Background: an optimization exercise with open tools, aiming at small area, a short achievable clock period and few clock cycles per item. Do not read the settings as production practice.
In this exercise RTL edits were held to simulation tests only and were not proved equivalent to the original.
Power figures rest on the tool's default switching activity, not on a simulated workload.

File: flow/flow/run.sh
#!/bin/bash
# Standard layout, with plain buffers (not delay cells) on the ports.
set -euo pipefail
export BUFFER_PORTS_ARGS="-buffer_cell sky130_fd_sc_hd__buf_2"
bash standard.sh > standard.log 2>&1
File: flow/standard.sh
#!/bin/bash
# synth_recipe.tcl (not shown) runs the flow's synth.tcl, then flattens the netlist and writes it again
# the make line also repeats each setting of config.mk as NAME=value (left out here)
make -C /OpenROAD-flow-scripts/flow DESIGN_CONFIG=/design/flow/config.mk WORK_HOME=/design/flow/orfs CLKGATE_MAP_FILE= SYNTH_SCRIPT=/design/flow/synth_recipe.tcl "${@:-finish}"
File: flow/config.mk
export PLATFORM = sky130hd
export DESIGN_NAME = tc_uplink_codec
export DESIGN_NICKNAME = tc_uplink_codec
export VERILOG_FILES = /design/flow/design.v
export SDC_FILE = /design/flow/constraint.sdc
export NUM_CORES = 4
export LEC_CHECK = 0
export ABC_AREA = 1
export CAP_MARGIN = 20
export CORE_MARGIN = 2
export CORE_UTILIZATION = 40
export PLACE_DENSITY = 0.6
export SETUP_SLACK_MARGIN = 2.8
export SLEW_MARGIN = 20
File: flow/constraint.sdc
create_clock -name core_clock -period 5.0 [get_ports {clk}]
set_input_delay 1.0000 -clock core_clock [delete_from_list [all_inputs] [get_ports {clk}]]
set_output_delay 1.0000 -clock core_clock [all_outputs]
set_load 0.01 [all_outputs]
File: flow/design.v
module tc_uplink_codec (
    input  wire        clk,
    input  wire        rst_n,
    input  wire        in_valid,
    output reg         in_ready,
    input  wire [7:0]  in_data,
    input  wire        in_last,
    input  wire [1:0]  in_op,
    output reg         out_valid,
    input  wire        out_ready,
    output reg  [7:0]  out_data,
    output reg         out_last,
    output wire [15:0] out_res
);
    localparam [1:0] OP_CRC  = 2'd0;
    localparam [1:0] OP_SCR  = 2'd1;
    localparam [1:0] OP_CLTU = 2'd2;
    localparam [1:0] OP_TC   = 2'd3;
    localparam [2:0] S_IDLE  = 3'd0;
    localparam [2:0] S_SYNC1 = 3'd1;
    localparam [2:0] S_BODY  = 3'd2;
    localparam [2:0] S_FILL  = 3'd3;
    localparam [2:0] S_PAR   = 3'd4;
    localparam [2:0] S_TAIL  = 3'd5;
    localparam [1:0] SRC_DATA  = 2'd0;
    localparam [1:0] SRC_CRCHI = 2'd1;
    localparam [1:0] SRC_CRCLO = 2'd2;
    localparam [1:0] SRC_DONE  = 2'd3;
    function [15:0] crc16_byte;
        input [15:0] c;
        input [7:0]  b;
        integer k;
        reg [15:0] r;
        begin
            r = c ^ {b, 8'h00};
            for (k = 0; k < 8; k = k + 1)
                r = r[15] ? ((r << 1) ^ 16'h1021) : (r << 1);
            crc16_byte = r;
        end
    endfunction
    function [7:0] par_step;
        input [7:0] a;
        input [7:0] b;
        reg [7:0] x;
        begin
            x = a ^ b;
            par_step = {x[6:0], x[7]};
        end
    endfunction
    function [7:0] scr_step;
        input [7:0] y;
        scr_step = {y[0] ^ y[2] ^ y[7], y[4] ^ y[7], y[3] ^ y[6], y[2] ^ y[5],
                    y[1] ^ y[4], y[0] ^ y[3], y[0] ^ y[7], y[1] ^ y[4] ^ y[7]};
    endfunction
    reg [2:0]  state;
    reg [1:0]  op;
    reg [1:0]  src;
    reg        first;      
    reg [15:0] res;        
    reg        carry;      
    reg [7:0]  scr;        
    reg [7:0]  blk_par;    
    reg [2:0]  cnt;        
    reg        int_go;     
    reg        skid_full;
    reg [7:0]  skid_data;
    reg        skid_last;
    assign out_res = res;
    wire st_idle = (state == S_IDLE);
    wire st_body = (state == S_BODY);
    wire st_fill = (state == S_FILL);
    wire st_par  = (state == S_PAR);
    wire st_tail = (state == S_TAIL);
    wire op_crc  = (op == OP_CRC) || (op == OP_TC);
    wire op_scr  = (op == OP_SCR) || (op == OP_TC);
    wire op_cltu = op[1];
    wire load = !out_valid || out_ready;
    wire idle_go = st_idle && in_valid && !skid_full &&
                   !(out_valid && out_last && !out_ready);
    wire take    = in_ready && in_valid;
    wire prod    = take || int_go || (idle_go && in_op[1]);
    reg [7:0] pay_byte;
    always @(*) begin
        case (src)
            SRC_CRCHI: pay_byte = res[15:8];
            SRC_CRCLO: pay_byte = res[7:0];
            default:   pay_byte = in_data;
        endcase
    end
    wire [7:0] coded_byte = op_scr ? (pay_byte ^ scr) : pay_byte;
    reg [1:0] src_next;
    always @(*) begin
        case (src)
            SRC_DATA:  src_next = in_last ? (op_crc ? SRC_CRCHI : SRC_DONE) : SRC_DATA;
            SRC_CRCHI: src_next = SRC_CRCLO;
            default:   src_next = SRC_DONE;
        endcase
    end
    wire pay_final = (src_next == SRC_DONE);
    reg [7:0] prod_data;
    reg       prod_last;
    always @(*) begin
        prod_data = coded_byte;
        prod_last = 1'b0;
        case (state)
            S_IDLE:  prod_data = 8'hEB;
            S_SYNC1: prod_data = 8'h90;
            S_BODY:  prod_last = !op_cltu && pay_final;
            S_FILL:  prod_data = 8'h55;
            S_PAR:   prod_data = blk_par;
            S_TAIL: begin
                prod_data = 8'hC5;
                prod_last = (cnt == 3'd6);
            end
            default: ;
        endcase
    end
    reg [2:0] state_next;
    reg [1:0] src_upd;
    always @(*) begin
        state_next = state;
        src_upd    = src;
        case (state)
            S_IDLE: begin
                src_upd = SRC_DATA;
                if (idle_go)
                    state_next = in_op[1] ? S_SYNC1 : S_BODY;
            end
            S_SYNC1: if (prod) state_next = S_BODY;
            S_BODY: if (prod) begin
                src_upd = src_next;
                if (op_cltu) begin
                    if (cnt == 3'd6)
                        state_next = S_PAR;
                    else if (pay_final)
                        state_next = S_FILL;
                end else if (pay_final) begin
                    state_next = S_IDLE;
                end
            end
            S_FILL: if (prod && cnt == 3'd6) state_next = S_PAR;
            S_PAR:  if (prod) state_next = (src == SRC_DONE) ? S_TAIL : S_BODY;
            S_TAIL: if (prod && cnt == 3'd6) state_next = S_IDLE;
            default: state_next = S_IDLE;
        endcase
    end
    wire skid_next = !load && (skid_full || prod);
    wire body_data_next = (state_next == S_BODY) && (src_upd == SRC_DATA);
    wire int_next  = (state_next == S_SYNC1) || (state_next == S_FILL) ||
                     (state_next == S_PAR) || (state_next == S_TAIL) ||
                     ((state_next == S_BODY) && (src_upd == SRC_CRCHI || src_upd == SRC_CRCLO));
    always @(posedge clk) begin
        if (!rst_n) begin
            out_valid <= 1'b0;
            skid_full <= 1'b0;
        end else begin
            skid_full <= skid_next;
            if (load)
                out_valid <= skid_full || prod;
        end
        if (load) begin
            out_data <= skid_full ? skid_data : prod_data;
            out_last <= skid_full ? skid_last : prod_last;
        end
        if (!skid_full) begin
            skid_data <= prod_data;
            skid_last <= prod_last;
        end
    end
    wire       cin   = st_par || carry;
    wire [2:0] pair  = {1'b0, res[1:0]} + {2'b00, cin};
    always @(posedge clk) begin
        if (!rst_n) begin
            state    <= S_IDLE;
            in_ready <= 1'b0;
            int_go   <= 1'b0;
        end else begin
            state    <= state_next;
            in_ready <= body_data_next && !skid_next;
            int_go   <= int_next && !skid_next;
        end
        src <= src_upd;
        if (st_idle) begin
            scr     <= 8'hFF;
            first   <= 1'b1;
            blk_par <= 8'h00;
            cnt     <= 3'd0;
            carry   <= 1'b0;
        end
        if (idle_go) begin
            op  <= in_op;
            res <= {16{in_op[0] ~^ in_op[1]}};
        end
        if (prod && !st_idle) begin
            if (op == OP_CLTU) begin
                res   <= {pair[1:0], res[15:2]};
                carry <= pair[2];
            end
            if (st_body || st_fill || st_par)
                blk_par <= par_step(blk_par, prod_data);
            if (op_cltu && (st_body || st_fill || st_tail))
                cnt <= (cnt == 3'd6) ? 3'd0 : cnt + 3'd1;
        end
        if (take) begin
            first <= 1'b0;
            case (op)
                OP_SCR:  res[7:0] <= par_step(res[7:0], in_data);
                OP_CLTU: ;
                default: res <= crc16_byte(res, in_data);
            endcase
        end
        if (prod && st_body) begin
            scr <= scr_step(scr);
            if (first) begin
                scr[0] <= 1'b0;
                scr[1] <= 1'b1;
                scr[5] <= 1'b1;
                scr[6] <= 1'b1;
                scr[7] <= 1'b0;
            end
        end
    end
endmodule
==> results of run 1 <==
## cell families after synthesis
logic type	after synthesis	synth area share, %
flops	66	38.0
xor+xnor	37	8.14
compound gates	103	14.2
buf+inv	85	8.46
fa+ha+maj	10	3.14
simple gates	256	28.0
## routing by layer
metal | vias to the layer above | GRT usage, % | wire length [µm]
met5 | - | 0 | 0
met4 | 0 | 5.50 | 201
met3 | 22 | 3.71 | 624
met2 | 115 | 31.2 | 4910
met1 | 1767 | 29.6 | 5190
li1 | 1946 | - | -
## flip-flops by register name, indices dropped and copies added, names as in the netlist, 2 cells and up
name / cells
src: 2
out_data: 8
blk_par: 8
state: 3
skid_data: 8
cnt: 3
res: 16
scr: 8
op: 2
## Yosys cell counts, drive strengths merged, types with 2 or more instances
library cell / n
a21oi: 18
clkinv: 2
edfxtp: 19
inv: 67
xnor2: 26
dfxtp: 47
nand3: 63
a31oi: 3
ha: 10
o21ai: 63
nand2: 151
xor2: 11
nor2: 33
nand4: 2
o22ai: 2
buf: 7
clkbuf: 9
or2: 6
o221ai: 2
o211ai: 12
## through the flow
step / instances / utilization (%) / worst slack [ps] / power, mW / hold slack [ps]
after floorplan: 557 / - / 2700 / 1.53 / 431
after global placement: 715 / 44.4 / 2270 / 1.84 / 450
after detailed placement: 715 / 44.4 / 2200 / 1.84 / 455
after CTS: 732 / 46.9 / 2780 / 2.32 / 475
after global routing: 751 / 49.4 / 2760 / 2.59 / 498
final: 751 / 49.4 / 2840 / 2.42 / 467
## where the power goes
group | internal, mW | total (mW) | switching [mW]
registers | 0.700 | 0.882 | 0.182
logic | 0.444 | 1.08 | 0.639
clock network | 0.234 | 0.455 | 0.221
total | 1.38 | 2.42 | 1.04
## how the worst max path moves through the flow
stage | startpoint | to | slack (ps) | depth (start not counted)
floorplan | out_ready | int_go | 2700 | 13
global placement | out_ready | res[2] | 2270 | 13
detailed placement | out_ready | res[2] | 2200 | 13
CTS | out_ready | int_go | 2780 | 14
global route | in_valid | int_go | 2760 | 14
finish | in_valid | int_go | 2840 | 13
## worst max-delay path: cells and delay by family
family	cells	cell delay, ps
and+or+nand+nor	7	670
AOI/OAI and AO/OA	3	350
adders and majority gates	1	220
buffers and inverters	2	160
## cell type report
class / count / area [µm²]
Clock buffer: 9 / 124
Multi-Input combinational cell: 406 / 2300
Inverter: 69 / 264
Tap cell: 133 / 166
Fill cell: 993 / 4930
Timing Repair Buffer: 61 / 355
Clock inverter: 7 / 75.1
Sequential cell: 66 / 1510
## repair_timing
item	4_1_cts	5_1_grt
endpoints found under the setup margin	22	19
resized for setup	11	24
hold buffers	0	0
pin swaps	3	8
setup buffers	1	19
endpoints found under the hold margin	0	0
==> notes.md, run 1 <==
drt first-iter violations 309; critical path data arrival time 2410 ps; Pre-Repair DR Iteration Count 5; Critical Path Source Type primary input; worst-skew pair later-pin latency 350 ps; worst r2r dst out_data[0]; global placer's final weighted congestion 0.915; ordered cell list for the critical path buf_2 -> nand2_2 -> nor2_4 -> nand3_4 -> nand2_8 -> o21ai_1 -> a31oi_1 -> a21oi_2 -> ha_4 -> nand2_1 -> nand3_1 -> nand2_1 -> inv_1; Detail Route Antenna Nets 0; actual slew at the worst max-slew pin 579 ps; data required time of the worst path 5240 ps; maximum number of pins on one net before global-route repair 22; CP max stage delay 220 ps; All-Layer GR Usage 20.4%; class of the tightest hold or removal check reg2reg; Layout Nets 638; clock transition at the registers of the reported paths 80 ps; slowest stage cell, crit path ha_4; average cell area after synthesis 7.15 µm²; skew final 13.1 ps; post-synth design cell area 0.00398 mm²; CTS tree yes; most common library cell in the layout ignoring fill and taps nand2_1; final count of negative-setup-slack endpoints 0; wire length after detailed routing 10900 µm; cell type with the largest total area after synthesis dfxtp_1; # IOs 42; maximum level of the CTS H-tree 3; number of clock buffers inserted by TritonCTS 9; Core Footprint 0.00973 mm²; count of endpoints failing hold in the final timing report 0; Final Cell Area 0.00480 mm²; antenna violations before repair 0; Achievable Freq 0.462 GHz; first-pass GRT wire length 17600 µm; kind of critical path in2reg; dominant register cell in the synthesized netlist dfxtp_1; DRC viols 0; Sinks on Clock Net 66; pins over their slew limit 0; EDFF count, synth 19; Pwr Density 504 mW/mm²; final global-route overflow total 0; result of the run finished clean; sum of net half-perimeters after detailed placement 8030 µm; gate count after technology mapping 557; Area growth, synth to finish 20.7%; sequential cell area fraction in the yosys report 38.0%; instance count along the most critical hold path 2; r2r startpoint src[0]; type of element capturing the critical path flop; terminating pin of the worst hold path skid_data[5]; leakage component of the power 2.17 nW; flop-to-flop setup slack 2900 ps; warnings from Yosys 1; total nets after synthesis 582; port buffer count 41; Synth top area share 23.6%; cells on worst reg2reg path 9; total vias in the final route 3850; CTS root buffer clkbuf_8; Worst path most repeated cell nand2_1; number of flip-flops and latches in the synthesized netlist 66; die width 104 µm; sum of negative setup slack 0 ps; minimum period implied by the final worst setup slack 2160 ps; final critical-path share of the clock period 43.3%; ys async rst share 0%; largest cells by area after synthesis dfxtp_1, edfxtp_1, nand2_1; cell row count 36; drt via density 5.13; maximum buffer depth of the clock tree 2; Max FO, Critical Path 6; max-cap check violation count 0; die area 0.0108 mm²; setup repair after global routing missed its margin true; count of inserted antenna diode cells 0; wire per inst 14.5 µm; launch instance of the worst min-delay path skid_data[5]; Initial Utilization 40.9%; via count of the first global-routing pass 3497; peak supply drop 0.264 mV; Die Span Y 104 µm; most used cells in the layout excluding fill and tap cells nand2_1, nand3_1, inv_1; fraction of final layout cells sized beyond drive strength 1 19.9%; Post-DP Area 0.00432 mm²; remaining max-slew budget at the tightest pin 61.1%; number of different library cells in the post-synthesis netlist 34
Testbench counts, summed over its fixed seeds: cycles 19,099, bytes 15,499.
==> inputs of run 2 (changes only) <==
--- a/flow/config.mk
+++ b/flow/config.mk
@@ -5,7 +5,7 @@
 export SDC_FILE = /design/flow/constraint.sdc
 export NUM_CORES = 4
 export LEC_CHECK = 0
-export ABC_AREA = 1
+export ABC_AREA = 0
 export CAP_MARGIN = 20
 export CORE_MARGIN = 2
 export CORE_UTILIZATION = 40
==> run 2 against run 1 <==
  * Highest routed layer unchanged
  * Critical endpoint unchanged
  * Fmax down 1.7%
  * Cell area down 0.36%
  * Critical path type unchanged
  * Utilization down 0.85 points
==> notes.md, run 2 <==
Detail Route Antenna Nets 0 (unchanged); post-synth design cell area 0.00409 mm² (was 0.00398 mm²); max-cap check violation count 0 (unchanged); Pwr Density 678 mW/mm² (was 504 mW/mm²); r2r startpoint op[1] (was src[0]); kind of critical path in2reg (unchanged); Synth top area share 23.0% (was 23.6%); wire length after detailed routing 11200 µm (was 10900 µm); launch instance of the worst min-delay path skid_data[2] (was skid_data[5]); global placer's final weighted congestion 0.901 (was 0.915); number of inserted filler cells in the final layout 933 (was 993); hold buffer count at CTS 0 (unchanged); Comb power frac 51.7% (was 44.7%); peak supply drop 0.337 mV (was 0.264 mV); count of inserted antenna diode cells 0 (unchanged); EDFF count, synth 19 (unchanged); Sinks on Clock Net 66 (unchanged); skew final 16.8 ps (was 13.1 ps); sequential cell area fraction in the yosys report 37.0% (was 38.0%); total nets after synthesis 458 (was 582); Die Span Y 105 µm (was 104 µm); # IOs 42 (unchanged); number of flip-flops and latches in the synthesized netlist 66 (unchanged); worst-skew pair later-pin latency 360 ps (was 350 ps); Initial Utilization 41.4% (was 40.9%); Critical Path Source Type primary input (unchanged); flip-flop count of the largest register, all copies and words added 16 (unchanged); CTS tree yes (unchanged); remaining max-slew budget at the tightest pin 53.0% (was 61.1%); maximum level of the CTS H-tree 3 (unchanged); Core Footprint 0.00986 mm² (was 0.00973 mm²); All-Layer GR Usage 20.0% (was 20.4%); final global-route overflow total 0 (unchanged); instance count along the most critical hold path 2 (unchanged); internal power contribution 1.84 mW (was 1.38 mW); flop-to-flop setup slack 2860 ps (was 2900 ps); class of the tightest hold or removal check reg2reg (unchanged); Final Cell Area 0.00479 mm² (was 0.00480 mm²); setup repair after global routing missed its margin true (unchanged); type of element capturing the critical path flop (unchanged); Max FO, Critical Path 4 (was 6); port buffer count 41 (unchanged); drt first-iter violations 270 (was 309); count of endpoints failing hold in the final timing report 0 (unchanged); first-pass GRT wire length 17500 µm (was 17600 µm); cell type with the largest total area after synthesis dfxtp_1 (unchanged); Commonest cells post-synth dfxtp_1, nor2_1, o21ai_0 (was nand2_1, inv_1, nand3_1); CTS root buffer clkbuf_8 (unchanged); Layout Nets 504 (was 638); sum of net half-perimeters after detailed placement 7800 µm (was 8030 µm); maximum buffer depth of the clock tree 2 (unchanged); largest cells by area after synthesis dfxtp_1, edfxtp_1, xnor2_1 (was dfxtp_1, edfxtp_1, nand2_1); average cell area after synthesis 9.44 µm² (was 7.15 µm²); dominant register cell in the synthesized netlist dfxtp_1 (unchanged); Reg power frac 32.7% (was 36.5%); final count of negative-setup-slack endpoints 0 (unchanged); actual slew at the worst max-slew pin 703 ps (was 579 ps); library cell with the highest instance count after synthesis dfxtp_1 (was nand2_1); pins over their slew limit 0 (unchanged); clock transition at the registers of the reported paths 80 ps (about the same); minimum period implied by the final worst setup slack 2200 ps (was 2160 ps); most used cells in the layout excluding fill and tap cells dfxtp_1, buf_2, nor2_1 (was nand2_1, nand3_1, inv_1); number of different library cells in the post-synthesis netlist 71 (was 34); Post-DP Area 0.00424 mm² (was 0.00432 mm²); maximum number of pins on one net before global-route repair 27 (was 22); Area growth, synth to finish 17.1% (was 20.7%); number of clock buffers inserted by TritonCTS 9 (unchanged); most flop-heavy register res (unchanged); power dissipated by switching net loads 1.41 mW (was 1.04 mW); critical path data arrival time 2460 ps (was 2410 ps); die area 0.0110 mm² (was 0.0108 mm²); antenna violations before repair 0 (unchanged); data required time of the worst path 5260 ps (was 5240 ps); total vias in the final route 3594 (was 3850); Achievable Freq 0.454 GHz (was 0.462 GHz); drt via density 5.82 (was 5.13); clock power share 15.6% (was 18.8%); worst r2r dst blk_par[7] (was out_data[0]); switching portion of total power 43.4% (was 43.1%); warnings from Yosys 1 (unchanged); result of the run finished clean (unchanged); power after layout 3.25 mW (was 2.42 mW); cells on worst reg2reg path 7 (was 9); terminating pin of the worst hold path skid_data[2] (was skid_data[5]); final critical-path share of the clock period 44.0% (was 43.3%); via count of the first global-routing pass 3413 (was 3497); ys async rst share 0% (unchanged); die width 105 µm (was 104 µm); cell row count 36 (unchanged); wire per inst 18.2 µm (was 14.5 µm); fraction of final layout cells sized beyond drive strength 1 27.9% (was 19.9%); gate count after technology mapping 433 (was 557); Pre-Repair DR Iteration Count 5 (unchanged); most common library cell in the layout ignoring fill and taps dfxtp_1 (was nand2_1); leakage component of the power 1.83 nW (was 2.17 nW); DRC viols 0 (unchanged); sum of negative setup slack 0 ps (unchanged)
[run 2: cell count changes after synthesis, sizes merged, moves of 9 or more]
cell / delta
nand2b: +9
a22oi: +16
nand3: -49
inv: -48
nand2: -126
o32ai: +9
xor2: +9
o21ai: -28
o211ai: -10
a211oi: +18
[run 2: worst max-delay path by stage]
stage          cells past startpoint     end  slack (ps)       from
2_1_floorplan                      7  int_go        2470   in_valid
3_3_place_gp                      10  int_go        1980  out_ready
3_5_place_dp                      10  int_go        1950  out_ready
4_1_cts                            8  int_go        2710   in_valid
5_1_grt                           11  int_go        2710   in_valid
6_report                           8  int_go        2800   in_valid
[run 2: critical path, stage by stage]
cell and delay [ps]:
buf_8 80, or3b_4 380, o41ai_4 240, and2_4 220
a22oi_2 80, ha_4 220, o21a_1 90, o21ba_1 150
[run 2: power groups by stage]
stage          clock [mW]  sequential (mW)  combinational [mW]
3_3_place_gp            0             1.05                1.44
3_5_place_dp            0             1.05                1.46
4_1_cts             0.514             1.04                1.55
5_1_grt             0.534             1.09                1.85
2_1_floorplan           0             1.00                1.20
6_report            0.507             1.06                1.68
[run 2: what timing repair did]
action	in CTS	in global routing
buffers inserted	7	11
endpoints found under the setup margin	46	42
hold endpoints to repair	0	0
cloned	0	2
gates resized for setup	23	28
pin swaps	4	8
[run 2: final cells by class]
type	count	area (µm²)	share of cell area (%)
multi-input cells	323	2440	50.9
repair buffers	59	363	7.58
clock inverters	7	93.8	1.96
clock buffers	9	124	2.59
inverters	20	81.3	1.70
well taps	133	166	3.48
flip-flops and latches	66	1520	31.8
[run 2: per-layer routing]
layer / up-vias / wire [µm] / track usage (%)
met5: - / 0 / 0
met4: 0 / 220 / 7.62
met3: 21 / 521 / 3.62
met2: 110 / 5360 / 31.9
met1: 1768 / 5130 / 26.8
li1: 1695 / - / -
[run 2: kinds of logic (layout without fill, tap and decap cells)]
family                     Yosys count  after routing  synth area share, %
AOI/OAI and AO/OA                  143            143                 25.9
and+or+nand+nor                    118            120                 15.5
muxes                                4              4                 1.07
adders and majority gates           10             10                 3.06
buffers and inverters               46             95                 7.59
DFF                                 66             66                 37.0
xor gates and xnor gates            46             46                 9.86
[run 2: per-stage QoR]
stage	std cells	util, %	hold WS (ps)	setup slack [ps]
after floorplan	433	-	429	2470
after CTS	604	46.5	470	2710
after global placement	581	42.9	451	1980
final	617	48.5	465	2800
after global routing	617	48.5	491	2710
after detailed placement	581	42.9	456	1950
==> inputs of run 3 (changes only) <==
==> flow/flow/run.sh (replaced) <==
#!/bin/bash
# The standard layout (standard.sh) with two changes:
#  - plain buffers, not delay cells, on the ports;
#  - synthesis maps the logic with the ABC script in flow/map.abc (an
#    area-recovering mapping) in place of ORFS's. Every other synthesis step,
#    and so every register, is the standard synthesis's.
# Logs: standard.log here, and ORFS's own logs under orfs/logs.
set -euo pipefail
here=$(pwd)
export BUFFER_PORTS_ARGS="-buffer_cell sky130_fd_sc_hd__buf_2"
{
  head -n 1 synth_recipe.tcl
  cat <<EOT
proc abc {args} {
  set i [lsearch -exact \$args -script]
  if {\$i >= 0} { set args [lreplace \$args [expr {\$i + 1}] [expr {\$i + 1}] $here/flow/map.abc] }
  yosys abc {*}\$args
}
EOT
  tail -n +2 synth_recipe.tcl
} > my_synth.tcl
sed "s|SYNTH_SCRIPT=[^ ]*|SYNTH_SCRIPT=$here/my_synth.tcl|" standard.sh > my_standard.sh
bash my_standard.sh > standard.log 2>&1
==> flow/flow/map.abc (new file) <==
strash; &get -n; &dch -f; &nf -R 1000; &put
--- a/flow/config.mk
+++ b/flow/config.mk
@@ -5,7 +5,7 @@
 export SDC_FILE = /design/flow/constraint.sdc
 export NUM_CORES = 4
 export LEC_CHECK = 0
-export ABC_AREA = 0
+export ABC_AREA = 1
 export CAP_MARGIN = 20
 export CORE_MARGIN = 2
 export CORE_UTILIZATION = 40
==> run 3 against run 2 <==
  * Combinational power down 34%
  * Register-to-register slack got worse by 400 ps
  * Utilization is 7.7 points higher
  * Sequential share of layout area decreased by 0.54 points
  * Die area is 12% lower
  * Flip-flop and latch count is the same
  * Critical path depth increased by 5
  * Clock power shrank 12%
  * Total power down 24%
  * Routed wire length shrank 1.6%
==> notes.md, run 3 <==
result of the run finished clean (unchanged); drt first-iter violations 235 (was 270); warnings from Yosys 1 (unchanged); cell row count 34 (was 36); maximum level of the CTS H-tree 3 (unchanged); wire per inst 17.5 µm (was 18.2 µm); remaining max-slew budget at the tightest pin 46.4% (was 53.0%); post-synthesis simple-gate area fraction 14.5% (was 15.5%); flip-flop count of the largest register, all copies and words added 16 (unchanged); skew final 14.7 ps (was 16.8 ps); Layout Nets 543 (was 504); All-Layer GR Usage 23.0% (was 20.0%); # IOs 42 (unchanged); total vias in the final route 3572 (was 3594); worst setup path start out_ready (was in_valid); average cell area after synthesis 8.44 µm² (was 9.44 µm²); number of different library cells in the post-synthesis netlist 32 (was 71); ys async rst share 0% (unchanged); switching portion of total power 42.6% (was 43.4%); launch instance of the worst min-delay path carry (was skid_data[2]); die width 98.5 µm (was 105 µm); first-pass GRT wire length 17700 µm (was 17500 µm); wire length after detailed routing 11100 µm (was 11200 µm); global placer's final weighted congestion 0.907 (was 0.901); minimum period implied by the final worst setup slack 2550 ps (was 2200 ps); Pwr Density 505 mW/mm² (was 678 mW/mm²); flop-to-flop setup slack 2460 ps (was 2860 ps); maximum number of pins on one net before global-route repair 22 (was 27); Initial Utilization 41.1% (was 41.4%); peak supply drop 0.238 mV (was 0.337 mV); post-synth design cell area 0.00357 mm² (was 0.00409 mm²); Core Footprint 0.00868 mm² (was 0.00986 mm²); Achievable Freq 0.393 GHz (was 0.454 GHz); r2r startpoint state[0] (was op[1]); pins over their slew limit 0 (unchanged); dominant register cell in the synthesized netlist dfxtp_1 (unchanged); via count of the first global-routing pass 3476 (was 3413); count of inserted antenna diode cells 0 (unchanged); share of the synthesized area in compound gates (AO/OA/AOI/OAI) 26.4% (was 25.9%); worst setup slack after placement 1840 ps (was 1950 ps); Critical Path Source Type primary input (unchanged); worst-skew pair later-pin latency 360 ps (about the same); number of clock buffers inserted by TritonCTS 9 (unchanged); sum of negative setup slack 0 ps (unchanged); Max FO, Critical Path 6 (was 4); DRC viols 0 (unchanged); library cell with the highest instance count after synthesis a21oi_1 (was dfxtp_1); most used cells in the layout excluding fill and tap cells a21oi_1, nand2_1, dfxtp_1 (was dfxtp_1, buf_2, nor2_1); largest cells by area after synthesis dfxtp_1, edfxtp_1, a21oi_1 (was dfxtp_1, edfxtp_1, xnor2_1); EDFF count, synth 19 (unchanged); Comb power frac 45.2% (was 51.7%); power dissipated by switching net loads 1.05 mW (was 1.41 mW); clock power share 18.2% (was 15.6%); setup repair after global routing missed its margin true (unchanged); critical path data arrival time 2810 ps (was 2460 ps); most common library cell in the layout ignoring fill and taps a21oi_1 (was dfxtp_1); CTS tree yes (unchanged); internal power contribution 1.41 mW (was 1.84 mW); worst r2r dst res[0] (was blk_par[7]); sum of net half-perimeters after detailed placement 7010 µm (was 7800 µm); fraction of final layout cells sized beyond drive strength 1 30.2% (was 27.9%); count of endpoints failing hold in the final timing report 0 (unchanged); capturing element of the worst setup path res[0] (was int_go); final count of negative-setup-slack endpoints 0 (unchanged); type of element capturing the critical path flop (unchanged); Reg area 0.00152 mm² (about the same); area taken by multi-input logic gates 0.00239 mm² (was 0.00244 mm²); Reg power frac 36.6% (was 32.7%); antenna violations before repair 0 (unchanged); Pre-Repair DR Iteration Count 6 (was 5); CTS root buffer clkbuf_8 (unchanged); class of the tightest hold or removal check reg2reg (unchanged); maximum buffer depth of the clock tree 2 (unchanged); kind of critical path in2reg (unchanged); setup slack of the critical path after layout 2450 ps (was 2800 ps); share of the core filled with cells in the final layout 56.2% (was 48.5%); Sinks on Clock Net 66 (unchanged); Detail Route Antenna Nets 0 (unchanged); final critical-path share of the clock period 50.9% (was 44.0%); die area 0.00970 mm² (was 0.0110 mm²); drt via density 5.66 (was 5.82); number of flip-flops and latches in the synthesized netlist 66 (unchanged); most flop-heavy register res (unchanged); sequential cell area fraction in the yosys report 42.3% (was 37.0%); data required time of the worst path 5260 ps (about the same); dominant combinational cell family by area after synthesis compound AO/OA/AOI/OAI gates (unchanged); max-cap check violation count 0 (unchanged); adder-cell share of the synthesized area 3.51% (was 3.06%); gate count after technology mapping 423 (was 433); total nets after synthesis 448 (was 458); actual slew at the worst max-slew pin 798 ps (was 703 ps); clock transition at the registers of the reported paths 90 ps (was 80 ps); port buffer count 41 (unchanged); Die Span Y 98.5 µm (was 105 µm); Area growth, synth to finish 36.6% (was 17.1%); cell type with the largest total area after synthesis dfxtp_1 (unchanged); instance count along the most critical hold path 2 (unchanged); number of inserted filler cells in the final layout 815 (was 933); leakage component of the power 1.89 nW (was 1.83 nW); portion of netlist area occupied by mux cells 0.280% (was 1.07%); Synth top area share 26.4% (was 23.0%); cells on worst reg2reg path 12 (was 7); xor-xnor portion of the synthesized cell area 11.8% (was 9.86%); Commonest cells post-synth a21oi_1, nand2_1, dfxtp_1 (was dfxtp_1, nor2_1, o21ai_0); final global-route overflow total 0 (unchanged)
==> run 3: worst min path at each step <==
| stage | to |
|---|---|
| 6_report | carry |
| 5_1_grt | carry |
| 4_1_cts | carry |
| 3_5_place_dp | carry |
| 3_3_place_gp | skid_data[6] |
| 2_1_floorplan | skid_data[6] |
==> run 3: layer usage <==
| metal | vias to the layer above | global-route usage [%] | share of wire [%] |
|---|---|---|---|
| met5 | - | 0 | 0 |
| li1 | 1730 | - | - |
| met3 | 19 | 5.53 | 6.5 |
| met4 | 0 | 5.58 | 1.4 |
| met2 | 134 | 37.2 | 48 |
| met1 | 1689 | 31.2 | 44 |
==> run 3: final cells by class <==
type,count,area share [%]
Clock buffer,10,3.05
Clock inverter,6,0.975
Inverter,12,1.03
Multi-Input combinational cell,348,49.0
Sequential cell,66,31.2
Tap cell,108,2.77
Timing Repair Buffer,81,12.0
==> run 3: cell families after synthesis <==
logic type,count (synthesis)
multiplexers,1
XOR/XNOR,48
adder cells (fa/ha/maj),10
AO/OA/AOI/OAI,164
buffers and inverters,12
flip-flops,66
AND/OR/NAND/NOR,122
==> run 3: metrics by stage <==
step	hold slack (ps)	power [mW]	area (µm²)	cells
after detailed placement	451	1.75	3980	574
after global placement	445	1.74	3980	574
after CTS	461	2.38	4690	619
after floorplan	423	1.45	3620	423
after global routing	480	2.61	4880	631
final	454	2.46	4880	631
==> run 3: what timing repair did <==
item	CTS	global route
cloned	4	0
buffers inserted	25	12
setup endpoints to repair	70	54
hold buffers	0	0
resized for setup	65	27
pin swaps	26	18
==> run 3: worst max-delay path, stage by stage <==
cell and delay [ps]:
buf_6 70, nor2b_4 30, a21oi_2 130, nand3b_1 150, buf_12 170, o21ai_4 240, buf_6 140, nand3_4 170
nor2_4 180, a21oi_4 40, a211oi_2 230, a211oi_2 70, a21o_1 180
==> run 3: power by group through the flow <==
stage / Sequential (mW) / Combinational [mW] / Clock, mW
after global routing: 0.914 / 1.21 / 0.478
final: 0.901 / 1.11 / 0.447
after detailed placement: 0.887 / 0.864 / 0
after CTS: 0.885 / 1.04 / 0.455
after global placement: 0.885 / 0.853 / 0
after floorplan: 0.876 / 0.575 / 0
==> inputs of run 4 (changes only) <==
==> flow/flow/map.abc (replaced) <==
strash; dch; map -a
==> run 4 against run 3 <==
  * Synthesized area up 2.7%
  * Critical endpoint is now in_ready
  * First-iteration DRC count up 49%
  * Fmax up 3.9%
  * Utilization up 1.1 points
  * Total power up 1.9%
  * Critical path depth up 2
  * Combinational power about the same
  * Clock skew down 1.1 ps
  * Largest cell class unchanged
==> notes.md, run 4 <==
result of the run finished clean (unchanged); port buffer count 41 (unchanged); DRC viols 0 (unchanged); pins over their slew limit 0 (unchanged); Layout Nets 580 (was 543); Achievable Freq 0.408 GHz (was 0.393 GHz); count of inserted antenna diode cells 0 (unchanged); most flop-heavy register res (unchanged); gate count after technology mapping 475 (was 423); CTS tree yes (unchanged); Pwr Density 497 mW/mm² (was 505 mW/mm²); power after layout 2.51 mW (was 2.46 mW); post-synth design cell area 0.00366 mm² (was 0.00357 mm²); ordered cell list for the critical path buf_8 -> clkinv_4 -> nor2_4 -> nand3_4 -> clkinv_4 -> nand2_4 -> clkinv_4 -> nor3_4 -> buf_6 -> buf_6 -> nor2_2 -> a21oi_2 -> a221oi_2 -> nand2_1 -> nor4b_2 (was buf_6 -> nor2b_4 -> a21oi_2 -> nand3b_1 -> buf_12 -> o21ai_4 -> buf_6 -> nand3_4 -> nor2_4 -> a21oi_4 -> a211oi_2 -> a211oi_2 -> a21o_1); setup repair after global routing missed its margin true (unchanged); final global-route overflow total 0 (unchanged); global placer's final weighted congestion 0.917 (was 0.907); critical path data arrival time 2700 ps (was 2810 ps); actual slew at the worst max-slew pin 679 ps (was 798 ps); fraction of final layout cells sized beyond drive strength 1 32.9% (was 30.2%); wire length after detailed routing 11500 µm (was 11100 µm); max-cap check violation count 0 (unchanged); Die Span Y 99.7 µm (was 98.5 µm); minimum period implied by the final worst setup slack 2450 ps (was 2550 ps); average cell area after synthesis 7.72 µm² (was 8.44 µm²); Reg power frac 35.4% (was 36.6%); EDFF count, synth 19 (unchanged); final count of negative-setup-slack endpoints 0 (unchanged); Pre-Repair DR Iteration Count 5 (was 6); flip-flop count of the largest register, all copies and words added 16 (unchanged); drt first-iter violations 349 (was 235); number of flip-flops and latches in the synthesized netlist 66 (unchanged); Max FO, Critical Path 5 (was 6); ys async rst share 0% (unchanged); library cell with the highest instance count after synthesis nand2_1 (was a21oi_1); kind of critical path in2reg (unchanged); Area growth, synth to finish 37.6% (was 36.6%); Commonest cells post-synth nand2_1, nor2_1, clkinv_1 (was a21oi_1, nand2_1, dfxtp_1); maximum buffer depth of the clock tree 2 (unchanged); wire per inst 17.2 µm (was 17.5 µm); data required time of the worst path 5250 ps (was 5260 ps); CP max stage delay 280 ps (was 240 ps); leakage component of the power 1.88 nW (was 1.89 nW); cells on worst reg2reg path 5 (was 12); final critical-path share of the clock period 49.0% (was 50.9%); share of the core filled with cells in the final layout 57.3% (was 56.2%); number of inserted filler cells in the final layout 797 (was 815); r2r startpoint state[2] (was state[0]); most used cells in the layout excluding fill and tap cells nand2_1, dfxtp_1, nor2_1 (was a21oi_1, nand2_1, dfxtp_1); number of clock buffers inserted by TritonCTS 9 (unchanged); type of element capturing the critical path flop (unchanged); count of endpoints failing hold in the final timing report 0 (unchanged); instance count along the most critical hold path 2 (unchanged); Initial Utilization 41.6% (was 41.1%); warnings from Yosys 1 (unchanged); post-route non-filler standard cell count 668 (was 631); number of different library cells in the post-synthesis netlist 28 (was 32); instance count after placement with tap cells included 624 (was 574); maximum level of the CTS H-tree 3 (unchanged); sum of net half-perimeters after detailed placement 8080 µm (was 7010 µm); CTS root buffer clkbuf_8 (unchanged); Detail Route Antenna Nets 0 (unchanged); peak supply drop 0.195 mV (was 0.238 mV); class of the tightest hold or removal check reg2reg (unchanged); Reg area 0.00151 mm² (was 0.00152 mm²); clock power share 20.2% (was 18.2%); internal power contribution 1.44 mW (was 1.41 mW); sum of negative setup slack 0 ps (unchanged); cell row count 34 (unchanged); worst setup path start in_valid (was out_ready); sequential cell area fraction in the yosys report 41.2% (was 42.3%); slowest stage cell, crit path nor4b_2 (was o21ai_4); # IOs 42 (unchanged); clock transition at the registers of the reported paths 80 ps (was 90 ps); most common library cell in the layout ignoring fill and taps nand2_1 (was a21oi_1); remaining max-slew budget at the tightest pin 54.5% (was 46.4%); total nets after synthesis 500 (was 448); switching portion of total power 42.5% (was 42.6%); skew final 13.6 ps (was 14.7 ps); cell type with the largest total area after synthesis dfxtp_1 (unchanged); All-Layer GR Usage 22.8% (was 23.0%); worst-skew pair later-pin latency 350 ps (was 360 ps); drt via density 5.64 (was 5.66); Synth top area share 25.7% (was 26.4%); via count of the first global-routing pass 3476 (unchanged); area taken by multi-input logic gates 0.00238 mm² (was 0.00239 mm²); dominant register cell in the synthesized netlist dfxtp_1 (unchanged); first-pass GRT wire length 17700 µm (about the same); antenna violations before repair 0 (unchanged); largest cells by area after synthesis dfxtp_1, edfxtp_1, nand2_1 (was dfxtp_1, edfxtp_1, a21oi_1); Sinks on Clock Net 66 (unchanged); maximum number of pins on one net before global-route repair 19 (was 22); total vias in the final route 3765 (was 3572); Worst path most repeated cell clkinv_4; Comb power frac 44.3% (was 45.2%); Critical Path Source Type primary input (unchanged); die area 0.00994 mm² (was 0.00970 mm²); power dissipated by switching net loads 1.06 mW (was 1.05 mW); die width 99.7 µm (was 98.5 µm); launch instance of the worst min-delay path carry (unchanged); Core Footprint 0.00881 mm² (was 0.00868 mm²)
==> run 4: cell types whose count changed after synthesis, sizes merged, moves of 8 or more <==
cell / delta
a21oi: -34
clkinv: +47
nand2: +13
nand3: +10
nor2: +25
o211ai: -8
o22ai: +12
xnor2: -13
==> run 4: cell families (layout without fill, tap and decap cells) <==
| group | after synthesis | after routing | share of synthesized area, % |
|---|---|---|---|
| and+or+nand+nor | 160 | 160 | 17.6 |
| DFF | 66 | 66 | 41.2 |
| adders and majority gates | 10 | 10 | 3.41 |
| buffers and inverters | 59 | 144 | 6.04 |
| AOI/OAI and AO/OA | 149 | 149 | 24.2 |
| xor gates and xnor gates | 29 | 29 | 6.93 |
| muxes | 2 | 2 | 0.546 |
==> run 4: layout make-up <==
type,count,share of cell area (%)
clock inverter,7,1.96
timing repair buffer,67,9.95
multi-input combinational,350,47.2
sequential,66,30.0
inverter,59,5.58
tap,108,2.68
timing repair inverter,2,0.199
clock buffer,9,2.46
==> run 4: final timing paths <==
kind / end / slack, ps
min: carry / 470
min reg2reg: carry / 470
max reg2reg: out_data[0] / 2610
max: in_ready / 2550
==> run 4: repair_timing <==
action | 4_1_cts | 5_1_grt
endpoints found under the hold margin | 0 | 0
gates resized for setup | 64 | 63
hold buffers | 0 | 0
setup buffers | 17 | 8
pin swaps | 27 | 25
endpoints found under the setup margin | 68 | 56
gates cloned | 1 | 2
==> run 4: stage by stage <==
stage	hold slack, ps	setup WS [ps]	area [µm²]
floorplan	431	2100	3760
global placement	446	1620	4100
detailed placement	454	1570	4100
CTS	474	2560	4690
global route	503	2470	5040
finish	465	2550	5040
==> run 4: routing by layer <==
layer / global-route usage, % / share of wire [%] / vias to the layer above
met3: 4.57 / 6.0 / 19
li1: - / - / 1815
met4: 6.64 / 1.7 / 0
met2: 33.9 / 46 / 148
met5: 0 / 0 / -
met1: 33.4 / 46 / 1783
==> run 4: power by group through the flow <==
stage	Sequential [mW]	Combinational [mW]	Clock (mW)
6_report	0.888	1.11	0.508
3_3_place_gp	0.870	0.876	0
2_1_floorplan	0.869	0.568	0
4_1_cts	0.865	0.982	0.516
3_5_place_dp	0.870	0.875	0
5_1_grt	0.907	1.21	0.538
==> run 4: critical path: cells and delay by family <==
family	cells	cell delay, ps
simple gates	7	890
compound gates	2	310
buf+inv	6	500
==> inputs of run 5 (changes only) <==
==> flow/flow/map.abc (replaced) <==
strash; dch; map -a; topo; stime -c; buffer -c; upsize -c; dnsize -c
==> run 5 against run 4 <==
  * Non-clock buffer count grew 18
  * Sequential power rose by 2%
  * Die area increased by 4.1%
  * Flip-flop and latch count is the same
  * Cell area increased by 2.3%
  * Global-route usage up 0.95 points
  * Total power is 2.1% higher
  * Fmax rose by 0.11%
  * Critical endpoint unchanged
  * Highest routed layer unchanged
==> notes.md, run 5 <==
Achievable Freq 0.409 GHz (was 0.408 GHz); setup slack of the critical path after layout 2550 ps (about the same); port buffer count 41 (unchanged); most common library cell in the layout ignoring fill and taps nand2_1 (unchanged); minimum period implied by the final worst setup slack 2450 ps (about the same); Pwr Density 496 mW/mm² (was 497 mW/mm²); type of element capturing the critical path flop (unchanged); global placer's final weighted congestion 0.922 (was 0.917); All-Layer GR Usage 23.7% (was 22.8%); clock transition at the registers of the reported paths 80 ps (about the same); leakage component of the power 2.10 nW (was 1.88 nW); instance count along the most critical hold path 2 (unchanged); maximum number of pins on one net before global-route repair 19 (unchanged); count of endpoints failing hold in the final timing report 0 (unchanged); kind of critical path in2reg (unchanged); data required time of the worst path 5260 ps (was 5250 ps); remaining max-slew budget at the tightest pin 55.9% (was 54.5%); number of clock buffers inserted by TritonCTS 9 (unchanged); setup repair after global routing missed its margin true (unchanged); most used cells in the layout excluding fill and tap cells nand2_1, nor2_1, dfxtp_1 (was nand2_1, dfxtp_1, nor2_1); worst setup slack after placement 1630 ps (was 1570 ps); launch instance of the worst min-delay path skid_data[1] (was carry); Area growth, synth to finish 35.0% (was 37.6%); sum of net half-perimeters after detailed placement 8050 µm (was 8080 µm); Commonest cells post-synth nand2_1, nor2_1, inv_1 (was nand2_1, nor2_1, clkinv_1); post-synth design cell area 0.00382 mm² (was 0.00366 mm²); sum of negative setup slack 0 ps (unchanged); first-pass GRT wire length 18600 µm (was 17700 µm); most flop-heavy register res (unchanged); library cell with the highest instance count after synthesis nand2_1 (unchanged); gate count after technology mapping 486 (was 475); EDFF count, synth 19 (unchanged); internal power contribution 1.50 mW (was 1.44 mW); number of flip-flops and latches in the synthesized netlist 66 (unchanged); Sinks on Clock Net 66 (unchanged); wire per inst 16.9 µm (was 17.2 µm); final critical-path share of the clock period 48.9% (was 49.0%); skew final 16.2 ps (was 13.6 ps); Pre-Repair DR Iteration Count 4 (was 5); share of the synthesized area in compound gates (AO/OA/AOI/OAI) 23.8% (was 24.2%); Initial Utilization 41.4% (was 41.6%); Core Footprint 0.00924 mm² (was 0.00881 mm²); critical path data arrival time 2710 ps (was 2700 ps); average cell area after synthesis 7.86 µm² (was 7.72 µm²); portion of netlist area occupied by mux cells 0.524% (was 0.546%); die width 102 µm (was 99.7 µm); antenna violations before repair 0 (unchanged); switching portion of total power 41.5% (was 42.5%); count of inserted antenna diode cells 0 (unchanged); post-synthesis simple-gate area fraction 18.7% (was 17.6%); actual slew at the worst max-slew pin 656 ps (was 679 ps); dominant register cell in the synthesized netlist dfxtp_1 (unchanged); peak supply drop 0.287 mV (was 0.195 mV); # IOs 42 (unchanged); maximum buffer depth of the clock tree 2 (unchanged); drt first-iter violations 220 (was 349); clock power share 21.5% (was 20.2%); cell row count 35 (was 34); die area 0.0104 mm² (was 0.00994 mm²); fraction of final layout cells sized beyond drive strength 1 33.1% (was 32.9%); terminating pin of the worst hold path skid_data[1] (was carry); Detail Route Antenna Nets 0 (unchanged); Max FO, Critical Path 5 (unchanged); Layout Nets 597 (was 580); class of the tightest hold or removal check reg2reg (unchanged); power dissipated by switching net loads 1.06 mW (about the same); maximum level of the CTS H-tree 3 (unchanged); wire length after detailed routing 11900 µm (was 11500 µm); final count of negative-setup-slack endpoints 0 (unchanged); pins over their slew limit 0 (unchanged); r2r startpoint state[0] (was state[2]); flop-to-flop setup slack 2640 ps (was 2610 ps); number of inserted filler cells in the final layout 825 (was 797); worst setup path start in_valid (unchanged); result of the run finished clean (unchanged); sequential cell area fraction in the yosys report 39.6% (was 41.2%); cells on worst reg2reg path 16 (was 5); total vias in the final route 3839 (was 3765); cell type with the largest total area after synthesis dfxtp_1 (unchanged); xor-xnor portion of the synthesized cell area 6.65% (was 6.93%); total nets after synthesis 511 (was 500); via count of the first global-routing pass 3678 (was 3476); flip-flop count of the largest register, all copies and words added 16 (unchanged); CTS root buffer clkbuf_8 (unchanged); Die Span Y 102 µm (was 99.7 µm); DRC viols 0 (unchanged); dominant combinational cell family by area after synthesis compound AO/OA/AOI/OAI gates (unchanged); ys async rst share 0% (unchanged); worst-skew pair later-pin latency 360 ps (was 350 ps); final global-route overflow total 0 (unchanged); drt via density 5.44 (was 5.64); worst r2r dst in_ready (was out_data[0]); CTS tree yes (unchanged); Comb power frac 43.0% (was 44.3%); number of different library cells in the post-synthesis netlist 44 (was 28); hold buffer count at CTS 0 (unchanged); max-cap check violation count 0 (unchanged); warnings from Yosys 1 (unchanged); largest cells by area after synthesis dfxtp_1, edfxtp_1, nand2_1 (unchanged); Synth top area share 24.6% (was 25.7%); Reg power frac 35.5% (was 35.4%); adder-cell share of the synthesized area 3.27% (was 3.41%); Critical Path Source Type primary input (unchanged)
[run 5: cell types whose count changed in the layout (fill, tap and decap cells not counted), moves of 5 or more]
cell / delta
buf_4: +7
buf_6: +16
clkinv_1: -37
inv_1: +42
nor2_2: -5
o21ai_1: +7
o21ai_2: -5
[run 5: stage by stage]
step	instance area, µm²	utilization (%)	power (mW)	instances	hold slack [ps]
final	5160	55.8	2.56	706	475
after global routing	5160	55.8	2.70	706	500
after CTS	4920	53.2	2.46	697	481
after detailed placement	4210	45.6	1.79	646	461
after global placement	4210	45.6	1.78	646	444
after floorplan	3900	-	1.47	486	431
[run 5: worst max path at each step]
stage                to  slack [ps]  cells past startpoint
3_3_place_gp     int_go        1720                     16
5_1_grt          res[1]        2470                     17
3_5_place_dp     int_go        1630                     16
2_1_floorplan    int_go        2230                     15
6_report       in_ready        2550                     16
4_1_cts          int_go        2570                     17
[run 5: cell families (layout without fill, tap and decap cells)]
logic type / after synthesis / in the layout
DFF: 66 / 66
and+or+nand+nor: 160 / 160
muxes: 2 / 2
adders and majority gates: 10 / 10
xor gates and xnor gates: 29 / 29
buffers and inverters: 70 / 161
AOI/OAI and AO/OA: 149 / 149
[run 5: timing repair]
action | CTS | global route
endpoints found under the setup margin | 56 | 46
gates cloned | 1 | 1
buffers inserted | 34 | 8
pin swaps | 26 | 18
resized for setup | 60 | 42
[run 5: routing by layer]
metal | global-route usage, % | vias to the layer above | wire length, µm
li1 | - | 1846 | -
met1 | 29.6 | 1815 | 5160
met2 | 38.1 | 141 | 5580
met3 | 4.42 | 37 | 571
met4 | 14.3 | 0 | 586
met5 | 0 | - | 0
[run 5: layout make-up]
class	instances	area, µm²	share of cell area, %
multi-input cells	350	2350	45.7
flip-flops and latches	66	1510	29.4
repair buffers	85	634	12.3
inverters	59	244	4.73
well taps	129	161	3.13
clock buffers	9	124	2.40
clock inverters	7	118	2.28
repair inverters	1	7.51	0.146
[run 5: worst max-delay path: stages]
cell      delay, ps
buf_8            80
inv_4            30
nor2_4           90
nand3_4         110
inv_4            70
nand2_2          40
inv_2            70
nor3_4           40
buf_6           120
buf_6           110
buf_6           120
nor2_4          100
inv_2            60
a221oi_2        250
nand2_1         130
nor4b_2         270
[run 5: power groups by stage]
stage	registers [mW]	logic, mW	clock network [mW]
2_1_floorplan	0.872	0.596	0
3_3_place_gp	0.899	0.885	0
3_5_place_dp	0.899	0.889	0
4_1_cts	0.892	1.01	0.556
5_1_grt	0.922	1.20	0.582
6_report	0.908	1.10	0.551
==> inputs of run 6 (changes only) <==
==> flow/flow/map.abc (replaced) <==
strash; &get -n; &dch -f; &nf; &put; topo; stime -c; buffer -c; upsize -c; dnsize -c
==> run 6 against run 5 <==
  * Via count decreased by 5.5%
  * Sequential power about the same
  * Utilization decreased by 2.2 points
  * Clock power decreased by 4.5%
  * Flip-flop and latch count unchanged
  * Final cell count decreased by 7.5%
  * Clock skew decreased by 9.4 ps
  * Fmax increased by 2.2%
  * Critical path type unchanged
  * Largest power group unchanged
==> notes.md, run 6 <==
result of the run finished clean (unchanged); instance count after placement with tap cells included 603 (was 646); maximum buffer depth of the clock tree 2 (unchanged); r2r startpoint state[2] (was state[0]); Area growth, synth to finish 30.5% (was 35.0%); maximum level of the CTS H-tree 3 (unchanged); capturing element of the worst setup path int_go (was in_ready); flop-to-flop setup slack 2660 ps (was 2640 ps); kind of critical path in2reg (unchanged); final global-route overflow total 0 (unchanged); Detail Route Antenna Nets 0 (unchanged); data required time of the worst path 5240 ps (was 5260 ps); gate count after technology mapping 458 (was 486); # IOs 42 (unchanged); peak supply drop 0.197 mV (was 0.287 mV); actual slew at the worst max-slew pin 734 ps (was 656 ps); first-pass GRT wire length 16700 µm (was 18600 µm); All-Layer GR Usage 21.1% (was 23.7%); most flop-heavy register res (unchanged); Pre-Repair DR Iteration Count 6 (was 4); count of inserted antenna diode cells 0 (unchanged); Sinks on Clock Net 66 (unchanged); Post-DP Area 0.00411 mm² (was 0.00421 mm²); total vias in the final route 3629 (was 3839); fraction of final layout cells sized beyond drive strength 1 31.3% (was 33.1%); sequential cell area fraction in the yosys report 39.8% (was 39.6%); DRC viols 0 (unchanged); drt first-iter violations 176 (was 220); post-route non-filler standard cell count 653 (was 706); Final Cell Area 0.00495 mm² (was 0.00516 mm²); post-synth design cell area 0.00379 mm² (was 0.00382 mm²); number of different library cells in the post-synthesis netlist 48 (was 44); port buffer count 41 (unchanged); dominant register cell in the synthesized netlist dfxtp_1 (unchanged); ys async rst share 0% (unchanged); global placer's final weighted congestion 0.913 (was 0.922); Pwr Density 515 mW/mm² (was 496 mW/mm²); setup slack of the critical path after layout 2600 ps (was 2550 ps); Core Footprint 0.00924 mm² (unchanged); Achievable Freq 0.417 GHz (was 0.409 GHz); final critical-path share of the clock period 47.9% (was 48.9%); worst setup slack after placement 2020 ps (was 1630 ps); warnings from Yosys 1 (unchanged); worst r2r dst int_go (was in_ready); Initial Utilization 41.1% (was 41.4%); wire per inst 17.1 µm (was 16.9 µm); number of flip-flops and latches in the synthesized netlist 66 (unchanged); count of endpoints failing hold in the final timing report 0 (unchanged); number of clock buffers inserted by TritonCTS 9 (unchanged); maximum number of pins on one net before global-route repair 20 (was 19); setup repair after global routing missed its margin true (unchanged); average cell area after synthesis 8.29 µm² (was 7.86 µm²); total nets after synthesis 483 (was 511); worst hold slack across all endpoints 462 ps (was 475 ps); most used cells in the layout excluding fill and tap cells a21oi_1, nor2_1, dfxtp_1 (was nand2_1, nor2_1, dfxtp_1); Commonest cells post-synth a21oi_1, dfxtp_1, nor2_1 (was nand2_1, nor2_1, inv_1); EDFF count, synth 19 (unchanged); cell row count 35 (unchanged); final count of negative-setup-slack endpoints 0 (unchanged); sum of net half-perimeters after detailed placement 7250 µm (was 8050 µm); pins over their slew limit 0 (unchanged); worst-skew pair later-pin latency 360 ps (about the same); power after layout 2.55 mW (was 2.56 mW); wire length after detailed routing 11100 µm (was 11900 µm); CTS tree yes (unchanged); cells on worst reg2reg path 8 (was 16); die width 101 µm (was 102 µm); max-cap check violation count 0 (unchanged); type of element capturing the critical path flop (unchanged); leakage component of the power 1.93 nW (was 2.10 nW); skew final 6.81 ps (was 16.2 ps); sum of negative setup slack 0 ps (unchanged); class of the tightest hold or removal check reg2reg (unchanged); largest cells by area after synthesis dfxtp_1, edfxtp_1, a21oi_1 (was dfxtp_1, edfxtp_1, nand2_1); share of the core filled with cells in the final layout 53.6% (was 55.8%); most common library cell in the layout ignoring fill and taps a21oi_1 (was nand2_1); Die Span Y 101 µm (was 102 µm); drt via density 5.56 (was 5.44); via count of the first global-routing pass 3228 (was 3678); Max FO, Critical Path 7 (was 5); Critical Path Source Type primary input (unchanged); minimum period implied by the final worst setup slack 2400 ps (was 2450 ps); critical path data arrival time 2630 ps (was 2710 ps); remaining max-slew budget at the tightest pin 50.4% (was 55.9%); flip-flop count of the largest register, all copies and words added 16 (unchanged); worst setup path start out_ready (was in_valid); clock transition at the registers of the reported paths 80 ps (about the same); library cell with the highest instance count after synthesis a21oi_1 (was nand2_1); Synth top area share 24.8% (was 24.6%); cell type with the largest total area after synthesis dfxtp_1 (unchanged); CTS root buffer clkbuf_8 (unchanged); die area 0.0103 mm² (was 0.0104 mm²); Layout Nets 544 (was 597); antenna violations before repair 0 (unchanged)
-- run 6: cell count changes after synthesis, moves of 6 or more --
cell and delta:
xnor2_1 +16, inv_1 -37, and2_1 +6, o21ai_0 -8
inv_2 -6, a21oi_1 +47, clkbuf_1 +13, nand3_1 -10
nor2_1 -11, nand2_1 -25, a211oi_1 -8, o22ai_1 -11
-- run 6: routing by layer --
metal	part of all wire [%]	GRT usage, %
met4	1.9	7.80
met1	45	29.4
met5	0	0
met3	6.5	3.73
met2	46	32.7
-- run 6: worst max-delay path, stage by stage --
cell,delay [ps]
buf_6,60
and3b_2,240
o41a_4,500
nor2_4,140
nor2_4,50
a21boi_2,190
ha_1,270
o31ai_2,70
a31oi_1,100
-- run 6: cell type report --
| class | count | area, µm² |
|---|---|---|
| multi-input cells | 356 | 2440 |
| clock inverters | 6 | 87.6 |
| repair buffers | 74 | 552 |
| flip-flops and latches | 66 | 1520 |
| well taps | 129 | 161 |
| clock buffers | 10 | 138 |
| fillers | 849 | 4290 |
| inverters | 12 | 52.6 |
-- run 6: how the worst min path moves through the flow --
stage                  from      endpoint  slack [ps]  depth (start not counted)
6_report              carry         carry         460                          2
5_1_grt        skid_data[2]  skid_data[2]         490                          2
4_1_cts               carry         carry         460                          2
3_5_place_dp          carry         carry         450                          2
3_3_place_gp          carry         carry         440                          2
2_1_floorplan         carry         carry         430                          2
-- run 6: repair_timing --
action,CTS,global route
buffers inserted,13,18
cloned,1,2
resized for setup,24,46
endpoints found under the setup margin,57,51
pin swaps,8,31
hold buffers,0,0
-- run 6: report_power, final --
| group | leakage [nW] | switching (mW) | internal (mW) |
|---|---|---|---|
| combinational | 1.26 | 0.607 | 0.514 |
| clock | 0.113 | 0.230 | 0.296 |
| sequential | 0.559 | 0.205 | 0.700 |
| total | 1.93 | 1.04 | 1.51 |
-- run 6: cells by family after synthesis --
| group | share of synthesized area [%] |
|---|---|
| AOI/OAI and AO/OA | 25.7 |
| and+or+nand+nor | 15.7 |
| DFF | 39.8 |
| xor gates and xnor gates | 10.8 |
| buffers and inverters | 4.12 |
| adders and majority gates | 3.30 |
| muxes | 0.593 |
==> inputs of run 7 (changes only) <==
--- a/flow/design.v
+++ b/flow/design.v
@@ -110,7 +110,7 @@
             S_PAR:   prod_data = blk_par;
             S_TAIL: begin
                 prod_data = 8'hC5;
-                prod_last = (cnt == 3'd6);
+                prod_last = (cnt == 3'b100);
             end
             default: ;
         endcase
@@ -130,7 +130,7 @@
             S_BODY: if (prod) begin
                 src_upd = src_next;
                 if (op_cltu) begin
-                    if (cnt == 3'd6)
+                    if (cnt == 3'b100)
                         state_next = S_PAR;
                     else if (pay_final)
                         state_next = S_FILL;
@@ -138,9 +138,9 @@
                     state_next = S_IDLE;
                 end
             end
-            S_FILL: if (prod && cnt == 3'd6) state_next = S_PAR;
+            S_FILL: if (prod && cnt == 3'b100) state_next = S_PAR;
             S_PAR:  if (prod) state_next = (src == SRC_DONE) ? S_TAIL : S_BODY;
-            S_TAIL: if (prod && cnt == 3'd6) state_next = S_IDLE;
+            S_TAIL: if (prod && cnt == 3'b100) state_next = S_IDLE;
             default: state_next = S_IDLE;
         endcase
     end
@@ -184,7 +184,7 @@
             scr     <= 8'hFF;
             first   <= 1'b1;
             blk_par <= 8'h00;
-            cnt     <= 3'd0;
+            cnt     <= 3'b001;
             carry   <= 1'b0;
         end
         if (idle_go) begin
@@ -199,14 +199,14 @@
             if (st_body || st_fill || st_par)
                 blk_par <= par_step(blk_par, prod_data);
             if (op_cltu && (st_body || st_fill || st_tail))
-                cnt <= (cnt == 3'd6) ? 3'd0 : cnt + 3'd1;
+                cnt <= {cnt[1:0], cnt[2] ^ cnt[1]};
         end
         if (take) begin
             first <= 1'b0;
             case (op)
                 OP_SCR:  res[7:0] <= par_step(res[7:0], in_data);
                 OP_CLTU: ;
-                default: res <= crc16_byte(res, in_data);
+                default: res <= crc16_byte(res, 8'h00) ^ crc16_byte(16'h0000, in_data);
             endcase
         end
         if (prod && st_body) begin
==> flow/flow/map.abc (replaced) <==
strash; dch; map -B 0.9
--- a/flow/config.mk
+++ b/flow/config.mk
@@ -10,5 +10,5 @@
 export CORE_MARGIN = 2
 export CORE_UTILIZATION = 40
 export PLACE_DENSITY = 0.6
-export SETUP_SLACK_MARGIN = 2.8
+export SETUP_SLACK_MARGIN = 2.85
 export SLEW_MARGIN = 20
==> run 7 against run 6 <==
  * Cell area is 0.76% lower
  * Largest cell class unchanged
  * Clock skew increased by 1.8 ps
  * Critical path type unchanged
  * Still clean on timing, DRC and antenna
  * Synthesized area is essentially flat
  * Die area barely moved
  * Hold slack lost 5.8 ps
  * Final cell count increased by 11%
  * Via count increased by 4.7%
  * Combinational power shrank 28%
  * Flip-flop and latch count did not move
  * Fmax increased by 13%
  * Total power down 16%
  * Utilization down 0.41 points
==> notes.md, run 7 <==
Layout Nets 614 (was 544); Sinks on Clock Net 66 (unchanged); data required time of the worst path 5290 ps (was 5240 ps); drt via density 5.26 (was 5.56); Die Span Y 101 µm (about the same); actual slew at the worst max-slew pin 644 ps (was 734 ps); die width 101 µm (about the same); total nets after synthesis 541 (was 483); Synth top area share 24.8% (about the same); worst hold slack across all endpoints 456 ps (was 462 ps); die area 0.0103 mm² (about the same); Pre-Repair DR Iteration Count 5 (was 6); largest cells by area after synthesis dfxtp_1, edfxtp_1, nand2_1 (was dfxtp_1, edfxtp_1, a21oi_1); EDFF count, synth 19 (unchanged); sequential cell area fraction in the yosys report 39.8% (about the same); final critical-path share of the clock period 42.5% (was 47.9%); DRC viols 0 (unchanged); setup repair after global routing missed its margin true (unchanged); final count of negative-setup-slack endpoints 0 (unchanged); average cell area after synthesis 7.36 µm² (was 8.29 µm²); Worst path most repeated cell nand2_8 (was nor2_4); fraction of final layout cells sized beyond drive strength 1 22.6% (was 31.3%); peak supply drop 0.266 mV (was 0.197 mV); Initial Utilization 41.1% (about the same); type of element capturing the critical path flop (unchanged); total vias in the final route 3800 (was 3629); Critical Path Source Type primary input (unchanged); skew final 8.61 ps (was 6.81 ps); most flop-heavy register res (unchanged); CP max stage delay 270 ps (was 500 ps); All-Layer GR Usage 22.2% (was 21.1%); drt first-iter violations 211 (was 176); maximum number of pins on one net before global-route repair 35 (was 20); flip-flop count of the largest register, all copies and words added 16 (unchanged); category of cells accounting for the largest share of critical-path delay simple AND/OR/NAND/NOR gates (was compound AO/OA/AOI/OAI gates); Pwr Density 436 mW/mm² (was 515 mW/mm²); sum of negative setup slack 0 ps (unchanged); most common library cell in the layout ignoring fill and taps nand2_1 (was a21oi_1); count of endpoints failing hold in the final timing report 0 (unchanged); class of the tightest hold or removal check reg2reg (unchanged); maximum level of the CTS H-tree 3 (unchanged); number of flip-flops and latches in the synthesized netlist 66 (unchanged); library cell with the highest instance count after synthesis nand2_1 (was a21oi_1); Max FO, Critical Path 6 (was 7); gate count after technology mapping 516 (was 458); ys async rst share 0% (unchanged); count of inserted antenna diode cells 0 (unchanged); dominant register cell in the synthesized netlist dfxtp_1 (unchanged); antenna violations before repair 0 (unchanged); Core Footprint 0.00924 mm² (unchanged); Commonest cells post-synth nand2_1, clkinv_1, o21ai_0 (was a21oi_1, dfxtp_1, nor2_1); ordered cell list for the critical path buf_12 -> nand2_8 -> clkinv_8 -> nor2_4 -> nand2_8 -> nand2_8 -> nand2_8 -> o22ai_4 -> clkinv_2 -> ha_4 -> nand3_2 -> a21oi_2 (was buf_6 -> and3b_2 -> o41a_4 -> nor2_4 -> nor2_4 -> a21boi_2 -> ha_1 -> o31ai_2 -> a31oi_1); most used cells in the layout excluding fill and tap cells nand2_1, o21ai_0, clkinv_1 (was a21oi_1, nor2_1, dfxtp_1); maximum buffer depth of the clock tree 2 (unchanged); pins over their slew limit 0 (unchanged); wire per inst 15.4 µm (was 17.1 µm); warnings from Yosys 1 (unchanged); number of inserted filler cells in the final layout 888 (was 849); number of clock buffers inserted by TritonCTS 9 (unchanged); via count of the first global-routing pass 3513 (was 3228); number of different library cells in the post-synthesis netlist 25 (was 48); slowest stage cell, crit path ha_4 (was o41a_4); first-pass GRT wire length 17800 µm (was 16700 µm); cell row count 35 (unchanged); worst path bufs/invs 3 (was 1); critical path data arrival time 2420 ps (was 2630 ps); Area growth, synth to finish 29.4% (was 30.5%); leakage component of the power 1.89 nW (was 1.93 nW); final global-route overflow total 0 (unchanged); cell type with the largest total area after synthesis dfxtp_1 (unchanged); max-cap check violation count 0 (unchanged); worst-skew pair later-pin latency 350 ps (was 360 ps); kind of critical path in2reg (unchanged); clock transition at the registers of the reported paths 80 ps (about the same); sum of net half-perimeters after detailed placement 7950 µm (was 7250 µm); post-synth design cell area 0.00380 mm² (was 0.00379 mm²); CTS tree yes (unchanged); Achievable Freq 0.470 GHz (was 0.417 GHz); CTS root buffer clkbuf_8 (unchanged); wire length after detailed routing 11100 µm (about the same); global placer's final weighted congestion 0.893 (was 0.913); port buffer count 41 (unchanged); # IOs 42 (unchanged); result of the run finished clean (unchanged); Detail Route Antenna Nets 0 (unchanged); minimum period implied by the final worst setup slack 2130 ps (was 2400 ps); remaining max-slew budget at the tightest pin 56.9% (was 50.4%)
run 7: changes by cell type in the layout (fill, tap and decap cells not counted), moves of 7 or more:
cell      before  now
clkinv_1       0   55
nand2_1       42  109
nor2_1        43   28
o211ai_1       1   18
nand3_1        3   43
a21oi_1       58   16
a22oi_1       11    2
inv_1          7    0
o21ai_0       31   59
a21oi_2       22    1
run 7: final timing paths:
path | from | end | slack [ps] | cells after the start
setup reg to reg | op[1] | int_go | 2940 | 11
hold / removal | skid_data[7] | skid_data[7] | 460 | 2
hold reg to reg | skid_data[7] | skid_data[7] | 460 | 2
setup / recovery | in_valid | int_go | 2870 | 12
run 7: power by group:
part           internal, mW  total (mW)  switching, mW
Sequential            0.663       0.815          0.152
Clock                 0.284       0.520          0.236
Combinational         0.330       0.810          0.480
Total                  1.28        2.14          0.868
run 7: area by class of cell:
cell class              instances  area (µm²)  area share, %
multi-input cells             382        2350           47.9
flip-flops and latches         66        1520           30.9
repair buffers                 61         370           7.54
inverters                      69         285           5.81
well taps                     129         161           3.28
clock buffers                   9         124           2.52
clock inverters                 7         101           2.06
run 7: metal layers:
metal	wire, µm	GRT usage [%]	part of all wire, %
met1	5110	30.0	46
met4	245	8.73	2.2
met3	459	2.97	4.1
met2	5320	36.2	48
met5	0	0	0
run 7: timing repair:
item | 4_1_cts | 5_1_grt
hold buffers | 0 | 0
gates cloned | 0 | 1
pin swaps | 9 | 15
setup buffers | 10 | 10
resized for setup | 33 | 27
setup endpoints to repair | 44 | 42
run 7: tightest hold or removal path, delay by kind of cell (launching register included):
family / cells / cell delay, ps
DFF: 1 / 320
and+or+nand+nor: 2 / 110
run 7: cell families after synthesis:
family | count (synthesis) | share of synthesized area, %
AOI/OAI and AO/OA | 123 | 18.9
xor gates and xnor gates | 36 | 8.30
adders and majority gates | 10 | 3.29
buffers and inverters | 69 | 6.82
DFF | 66 | 39.8
and+or+nand+nor | 212 | 22.9
run 7: through the flow:
stage / instances / util (%) / power (mW) / cell area, µm² / setup slack [ps]
floorplan: 516 / - / 1.30 / 3950 / 2720
global placement: 686 / 46.8 / 1.54 / 4320 / 2000
detailed placement: 686 / 46.8 / 1.55 / 4320 / 1950
CTS: 712 / 51.4 / 2.11 / 4750 / 2850
global route: 723 / 53.2 / 2.28 / 4910 / 2790
finish: 723 / 53.2 / 2.14 / 4910 / 2870
Testbench counts of run 7, summed over its fixed seeds: cycles 19,099, bytes 15,499.

[port drivers added, routing unchanged]
In the flow no input, the clock included, has a driving cell. The finished layouts below were timed again as built, in two steps.
Step 1, drivers: a clkbuf_16 drives clk and a buf_2 each remaining input, both assumed.
Step 2 times the ports against the registers' clock, not the clock port: input delays grow and output delays shrink by t, the midpoint of the rising clock arrivals with the driver on.
Slacks: ideal / step 1 / step 2; pairs: ideal / step 1.
run	shift t [ns]	setup slack, ns	latest minus earliest clock arrival (ns)
run 1	0.371	2.835 / 2.845 / 2.473	0.013 / 0.013
run 2	0.382	2.798 / 2.780 / 2.398	0.017 / 0.017
run 3	0.384	2.454 / 2.448 / 2.065	0.015 / 0.015
run 4	0.371	2.550 / 2.530 / 2.159	0.014 / 0.014
run 5	0.388	2.553 / 2.526 / 2.138	0.017 / 0.017
run 6	0.386	2.605 / 2.598 / 2.212	0.007 / 0.007
run 7	0.380	2.873 / 2.857 / 2.477	0.009 / 0.009
After both steps setup and hold are still met in every run listed. The setup slack of run 5, which loses most, moves by -0.027 ns with the drivers and by -0.415 ns with both steps.
